What follows belongs to an exercise in optimizing a design on an open flow for small area; a production flow would make more cautious choices. Only simulation tests tie the RTL to the original design; equivalence was not proved. Power and IR drop assume default switching activity.

===== flow/run.sh =====
#!/bin/bash
# synth_recipe.tcl (not shown) runs the flow's synth.tcl, then flattens the netlist and writes it again
# the make line also repeats each setting of config.mk as NAME=value (left out here)
make -C /OpenROAD-flow-scripts/flow DESIGN_CONFIG=/design/flow/config.mk WORK_HOME=/design/flow/orfs CLKGATE_MAP_FILE= SYNTH_SCRIPT=/design/flow/synth_recipe.tcl finish

===== flow/config.mk =====
export PLATFORM = sky130hd
export DESIGN_NAME = bayer_unpack
export DESIGN_NICKNAME = bayer_unpack
export VERILOG_FILES = /design/flow/design.v
export SDC_FILE = /design/flow/constraint.sdc
export NUM_CORES = 4
export LEC_CHECK = 0
export CAP_MARGIN = 20
export CORE_MARGIN = 2
export CORE_UTILIZATION = 40
export SLEW_MARGIN = 20

===== flow/constraint.sdc =====
create_clock -name core_clock -period 8.0 [get_ports {clk}]
set_input_delay 1.6000 -clock core_clock [delete_from_list [all_inputs] [get_ports {clk}]]
set_output_delay 1.6000 -clock core_clock [all_outputs]
set_load 0.01 [all_outputs]

===== flow/design.v =====
module bayer_unpack (
    input  wire        clk,
    input  wire        rst,             
    input  wire        start,
    input  wire [11:0] cfg_width,
    input  wire [11:0] cfg_height,
    input  wire [31:0] cfg_mode,
    input  wire [15:0] cfg_stride,
    input  wire [31:0] cfg_src_len,
    output wire [1:0]  state,
    output wire [3:0]  err,
    output wire [3:0]  errfield,
    output wire [12:0] row,
    output wire [31:0] fault_addr,
    output wire        src_req,
    output wire [31:0] src_addr,
    input  wire        src_gnt,
    input  wire        src_rvalid,
    input  wire [7:0]  src_rdata,
    output wire        dst_we,
    output wire [25:0] dst_addr,
    output wire [7:0]  dst_wdata,
    input  wire        dst_ready
);
    localparam [1:0] ST_IDLE = 2'd0, ST_RUN = 2'd1, ST_DONE = 2'd2, ST_FAIL = 2'd3;
    localparam [1:0] PH_STEP = 2'd0, PH_WAIT = 2'd1, PH_WRITE = 2'd2, PH_REW = 2'd3;
    reg [1:0]  st_q;
    reg [1:0]  ph_q;         
    reg [12:0] row_q;
    reg [31:0] f_q;          
    reg [28:0] slen_q;       
    reg [15:0] stride_q;
    reg [11:0] w_q, h_q;
    reg        p12_q, cmp_q, bin_q;
    reg [3:0]  selw_q;       
    reg [12:0] col_q;
    reg [3:0]  b_q;          
    reg [25:0] a_q;          
    reg [7:0]  out_q;
    wire       start_ok = start && (st_q != ST_RUN);
    wire [7:0] in_prec  = cfg_mode[7:0];
    wire [3:0] in_sel   = cfg_mode[19:16];
    wire       in_bin   = cfg_mode[20];
    wire       prec_ok  = (in_prec == 8'd10) || (in_prec == 8'd12);
    wire [8:0] geom     = cfg_width[2:0] * cfg_height[2:0] * in_prec[2:0];
    wire       geom_ok  = (geom[2:0] == 3'd0);
    wire [3:0] in_prio  = in_sel[1] ? 4'b0010 : in_sel[0] ? 4'b0001 :
                          in_sel[3] ? 4'b1000 : 4'b0100;
    wire running = (st_q == ST_RUN);
    wire p_step  = running && (ph_q == PH_STEP);
    wire p_wait  = running && (ph_q == PH_WAIT);
    wire p_write = running && (ph_q == PH_WRITE);
    wire p_rew   = running && (ph_q == PH_REW);
    wire trunc   = (f_q[31:3] >= slen_q);
    wire [1:0] pidx  = {~row_q[0], col_q[0]};            
    wire       rsamp = selw_q[pidx];
    wire       wsamp = !bin_q || rsamp;
    wire       b_last = cmp_q ? (p12_q ? (b_q == 4'd11) : (b_q == 4'd9)) : (b_q == 4'd15);
    wire       win    = p12_q ? (b_q >= 4'd4 && b_q < 4'd12) : (b_q >= 4'd2 && b_q < 4'd10);
    wire       need   = win && rsamp;
    wire       fwd_adv  = (p_step && !trunc && !need) || (p_wait && src_rvalid);
    wire       badv     = fwd_adv || p_rew;
    wire       to_write = fwd_adv && b_last && wsamp;
    wire       cadv     = (badv && b_last && !to_write) || (p_write && dst_ready);
    wire [12:0] col_inc = col_q + 13'd1;
    wire       col_end  = (col_inc == {w_q, 1'b0});
    wire [12:0] row_inc = row_q + 13'd1;
    wire       last_row = (row_inc == {h_q, 1'b0});
    wire       row_end  = cadv && col_end && !p_rew;
    wire       str_nz   = (stride_q != 16'd0);
    wire       jump     = row_end && !last_row && str_nz;
    wire       bitv     = p_wait && src_rdata[f_q[2:0]];
    wire [31:0] f_op = p_rew ? 32'hFFFF_FFFF
                             : {13'd0, jump ? stride_q : 16'd0, 2'b00, fwd_adv};
    wire [31:0] f_nx = f_q + f_op;
    assign state      = st_q;
    assign err        = (st_q == ST_FAIL) ? ((ph_q == 2'd0) ? 4'd3 : (ph_q == 2'd3) ? 4'd2 : {2'd0, ph_q}) : 4'd0;
    assign errfield   = (st_q == ST_FAIL) ? {2'd0, ph_q} : 4'd0;
    assign row        = row_q;
    assign fault_addr = (st_q == ST_FAIL && ph_q == 2'd0) ? {3'd0, f_q[31:3]} : 32'd0;
    assign src_req    = p_step && need && !trunc;
    assign src_addr   = {3'd0, f_q[31:3]};
    assign dst_we     = p_write;
    assign dst_addr   = a_q;
    assign dst_wdata  = out_q;
    always @(posedge clk) begin
        if (rst) begin
            st_q  <= ST_IDLE;
            row_q <= 13'd0;
        end else if (start_ok) begin
            w_q      <= cfg_width;
            h_q      <= cfg_height;
            p12_q    <= (in_prec == 8'd12);
            cmp_q    <= cfg_mode[8];
            bin_q    <= in_bin;
            selw_q   <= in_bin ? in_prio : in_sel;
            stride_q <= cfg_stride;
            slen_q   <= (cfg_src_len[31:29] != 3'd0) ? 29'h1FFF_FFFF : cfg_src_len[28:0];
            f_q      <= 32'd512;
            col_q    <= 13'd0;
            b_q      <= 4'd0;
            a_q      <= 26'd0;
            row_q    <= 13'd0;
            if (in_sel == 4'd0) begin
                st_q <= ST_FAIL;
                ph_q <= 2'd1;
            end else if (!prec_ok) begin
                st_q <= ST_FAIL;
                ph_q <= 2'd2;
            end else if (!geom_ok) begin
                st_q <= ST_FAIL;
                ph_q <= 2'd3;
            end else begin
                ph_q <= PH_STEP;
                if (cfg_height == 12'd0) begin
                    st_q <= ST_DONE;
                end else if (cfg_width == 12'd0) begin
                    st_q  <= ST_DONE;
                    row_q <= {cfg_height, 1'b0};
                end else begin
                    st_q <= ST_RUN;
                end
            end
        end else if (running) begin
            if (p_step && trunc) begin
                st_q <= ST_FAIL;                  
            end
            if (badv || jump)
                f_q <= f_nx;
            if (badv)
                b_q <= b_last ? 4'd0 : b_q + 4'd1;
            if (fwd_adv && win)
                out_q <= {bitv, out_q[7:1]};
            if (p_write && dst_ready)
                a_q <= a_q + 26'd1;
            if (cadv)
                col_q <= col_end ? 13'd0 : col_inc;
            if (row_end) begin
                row_q <= row_inc;
                if (last_row)
                    st_q <= ST_DONE;
            end
            if (p_step && need && !trunc && src_gnt)
                ph_q <= PH_WAIT;
            else if (badv || (p_write && dst_ready)) begin
                if (to_write)
                    ph_q <= PH_WRITE;
                else if (jump)
                    ph_q <= PH_REW;
                else if (p_rew && !(cadv && col_end))
                    ph_q <= PH_REW;
                else
                    ph_q <= PH_STEP;
            end
        end
    end
endmodule

==> impl_metrics.env <==
export IMPL_routed_wirelength_um=29970
export IMPL_max_slew_worst_pin_slew_ns=0.8734
export IMPL_clkSinkCount=176
export IMPL_drive_above_1_share_pct=6.269
export IMPL_drt_initial_drc_count=607
export IMPL_critical_path_reg2reg_endpoint="f_q[26]"
export IMPL_gp_routability_congestion=0.8703
export IMPL_floorplan_rows=61
export IMPL_synth_yosys_seq_area_share_pct=44.77
export IMPL_grt_start_max_net_pins=70
export IMPL_totalNegativeSetupSlack_ns=0
export IMPL_p_total_mw=2.406
export IMPL_worstHoldPathCells=0
export IMPL_grt_remaining_overflow=0
export IMPL_synthTopCellsByArea="edfxtp_1, ha_1, nor2_1, xnor2_1, xor2_1"
export IMPL_synth_area_leader_cell="edfxtp_1"
export IMPL_remaining_drc_errors=0
export IMPL_post_synth_inst_count=1134
export IMPL_fmax_mhz=150.2
export IMPL_skew_ns=0.01833
export IMPL_clkTransAtPathRegs_ns=0.07
export IMPL_post_route_min_period_ns=6.659
export IMPL_slew_violations=0
export IMPL_io_pins=241
export IMPL_netlist_cell_type_count=76
export IMPL_rr_worst_depth=20
export IMPL_grt_pass1_vias=8864
export IMPL_criticalPathCategory="flop to flop"
export IMPL_nets=1500
export IMPL_min_to="out_q[0]"
export IMPL_setup_reg_to_reg_worst_slack_ns=1.34
export IMPL_place_detailed_hpwl_um=22070
export IMPL_syn_avg_cell_area_um2=10.11
export IMPL_final_core_util_pct=51.23
export IMPL_via_count_of_the_routed_design=9141
export IMPL_grt_setup_unrepaired="no"
export IMPL_cts_buffers_inserted=17
export IMPL_worst_hold_startpoint="out_q[1]"
export IMPL_timing_critical_path_cells="ha_1 > xnor2_1 > o311ai_1 > nor3_1 > a21boi_0 > or4b_1 > or4_1 > a311o_1 > nor3_4 > a21o_1 > ha_1 > o21a_1 > o31a_1 > o21ai_0 > a21oi_1 > a31o_2 > or2_2 > a31oi_1 > xor2_1 > nor2_1"
export IMPL_number_of_antenna_violations_at_the_first_check_in_global_routing=1
export IMPL_core_area_um2=28010
export IMPL_critical_path_max_stage_delay_ns=0.61
export IMPL_fin_crit_sh_pct=83.24
export IMPL_layout_area_overhead_vs_synth_pct=25.11
export IMPL_cts_tree="built"
export IMPL_hold_violations_final=0
export IMPL_global_route_wire_length_before_repair_um=47120
export IMPL_worst_setup_path_end_kind="flop"
export IMPL_hold_path_class="flop to flop"
export IMPL_h_tree_depth=4
export IMPL_cts_hold_buffers=0
export IMPL_maxCapViolCount=0
export IMPL_floorplan_initialDensity_pct=40.94
export IMPL_die_height_um=173.3
export IMPL_finish_instance_area_um2=14350
export IMPL_cp_max_fo=16
export IMPL_fin_cells=1703
export IMPL_clock_tree_root_cell="clkbuf_16"
export IMPL_p_leak_nw=5.518
export IMPL_ratio_of_total_power_to_cell_area_nw_per_um2=167.7
export IMPL_place_inst=1671
export IMPL_dr_pass1_iters=6
export IMPL_max_slew_margin_pct=41.46
export IMPL_synthDominantCellAreaShare_pct=42.16
export IMPL_global_route_usage_sum_pct=19.66
export IMPL_post_place_instance_area_um2=13760
export IMPL_ys_seq_elements=176
export IMPL_async_flop_share_pct=0
export IMPL_post_cts_setup_buffer_count=0
export IMPL_status="timing/DRC/antenna clean"
export IMPL_remaining_antenna_violation_count_after_routing=0
export IMPL_chipWidth_um=173.3
export IMPL_overall_die_area_um2=30040
export IMPL_number_of_buffers_on_the_longest_clock_path=2
export IMPL_clkLatencyLatePin_ns=0.44
export IMPL_timing_critical_path_arrival_ns=6.81
export IMPL_finalSetupViolations=0
export IMPL_worst_r2r_startpoint="col_q[0]"
export IMPL_drt_wirelength_per_cell_um=17.60
export IMPL_slowest_cp_cell="nor3_4"
export IMPL_drt_vias_per_instance=5.368
export IMPL_timing_critical_path_from_type="flop"
export IMPL_synth_edf_count=161
export IMPL_path_common_cell="ha_1"
export IMPL_peakVddDrop_mv=0.1494
export IMPL_synth_top_flop_cell="edfxtp_1"
export IMPL_synth_warning_count=1
export IMPL_cts_repair_resize_count=0
export IMPL_io_buffer_count=212
export IMPL_cp_data_required_time_ns=8.16
export IMPL_post_synth_instance_area_um2=11470
-- critical path, delay by kind of cell, from the launching register on --
kind                     cells  cell delay, ns
adder cells (fa/ha/maj)      2            0.64
XOR/XNOR                     2            0.35
flip-flops                   1            0.48
AO/OA/AOI/OAI               10            2.63
AND/OR/NAND/NOR              6            2.26
-- layout by cell type (no fill, tap or decap), types with 39 or more instances in the layout --
| cell | n |
|---|---|
| and2_1 | 43 |
| clkdlybuf4s50_1 | 212 |
| edfxtp_1 | 161 |
| ha_1 | 69 |
| inv_1 | 57 |
| nand2_1 | 70 |
| nand2b_1 | 44 |
| nand3_1 | 39 |
| nor2_1 | 109 |
| xnor2_1 | 41 |
| xor2_1 | 41 |
-- cell usage after synthesis, types with 4 or more instances --
cell type,count
or3_1,11
a311oi_1,9
a221oi_1,4
buf_6,4
inv_1,57
nand4_1,22
a211oi_1,12
dfxtp_1,15
ha_1,69
a21o_1,37
nor4_1,17
buf_4,41
nand3_1,39
nor2b_1,8
or2_2,8
or4_1,5
o31a_1,4
o21a_1,10
edfxtp_1,161
o21ai_0,35
nand4b_1,4
a32oi_1,7
nor2_1,111
a21oi_1,38
and4_1,8
and2_1,43
clkbuf_1,23
xor2_1,41
o211ai_1,4
and3_1,26
a2111oi_2,7
nand2b_1,44
nor3_1,23
xnor2_1,41
a21boi_0,4
a31oi_1,10
nand2_1,70
buf_1,8
-- sequential cells by signal, summed over array words and instances, names as in the netlist --
signal,cells
selw_q,4
bin_q,1
p12_q,1
stride_q,16
col_q,13
row_q,13
f_q,32
a_q,26
out_q,8
h_q,12
cmp_q,1
st_q,2
slen_q,29
w_q,12
b_q,4
ph_q,2
-- worst max-delay path by stage --
stage | cells past startpoint | endpoint | start
floorplan | 4 | bin_q | start
global placement | 20 | f_q[26] | col_q[0]
detailed placement | 20 | f_q[26] | col_q[0]
CTS | 20 | f_q[26] | col_q[0]
global route | 20 | f_q[26] | col_q[0]
finish | 20 | f_q[26] | col_q[0]
-- power breakdown --
part	leakage, nW	switching [mW]	total [mW]	internal [mW]
logic	3.64	0.220	0.426	0.206
clock network	0.280	0.383	0.849	0.466
registers	1.60	0.0563	1.13	1.07
-- cell families (layout without fill, tap and decap cells) --
logic type / Yosys count / count (layout) / synth area share (%)
buffers and inverters: 134 / 315 / 6.000
multiplexers: 8 / 8 / 1.080
adder cells (fa/ha/maj): 70 / 70 / 7.702
other: 1 / 11 / 0.03270
AND/OR/NAND/NOR: 455 / 455 / 21.06
AO/OA/AOI/OAI: 208 / 208 / 13.09
XOR/XNOR: 82 / 82 / 6.262
flip-flops: 176 / 176 / 44.77
-- routing by layer --
layer	global-route usage (%)	up-vias	routed length [um]
met1	25.66	4353	13280
met2	32.87	287	14290
met3	3.728	39	1760
li1	-	4462	-
met5	0	-	0
met4	6.497	0	642
-- per-stage QoR --
step / hold slack, ns / setup slack [ns]
global route: 0.4687 / 0.9468
global placement: 0.4273 / 1.466
finish: 0.4548 / 1.341
floorplan: 0.4990 / 2.254
CTS: 0.4612 / 1.359
detailed placement: 0.4349 / 1.469
-- cell type report --
cell class	count	area, um^2
Antenna cell	1	2.502
Clock inverter	13	152.6
Tap cell	378	473.0
Fill cell	2587	13660
Inverter	57	214.0
Multi-Input combinational cell	833	5708
Sequential cell	176	5135
Timing Repair Buffer	227	2235
Clock buffer	18	429.2

-- separate check: timing with driven ports --
The flow's constraints put no driver on any port. The routed layout listed below was extracted and timed again, unchanged, in two steps.
Step 1 (the two cells are an assumption about what drives the block):
set clk [get_ports {clk}]
set_driving_cell -lib_cell sky130_fd_sc_hd__clkbuf_16 $clk
set_driving_cell -lib_cell sky130_fd_sc_hd__buf_2 [delete_from_list [all_inputs] $clk]
Step 2 adds t to the input delays and takes it off the output delays; t is the mean of the earliest and latest rising clock arrival at the registers after step 1. Input paths then give back, and output paths get back, about the clock's delay inside the block.
Three values: ideal, step 1, step 2; two values: the first two.
t (ns): 0.482
setup WS [ns]: 1.341 / 1.341 / 1.341
latest minus earliest clock arrival (ns): 0.019 / 0.019
After both steps this run still meets setup and hold. For this run, drivers alone change the setup slack by 0.000 ns; drivers and shift together by 0.000 ns.
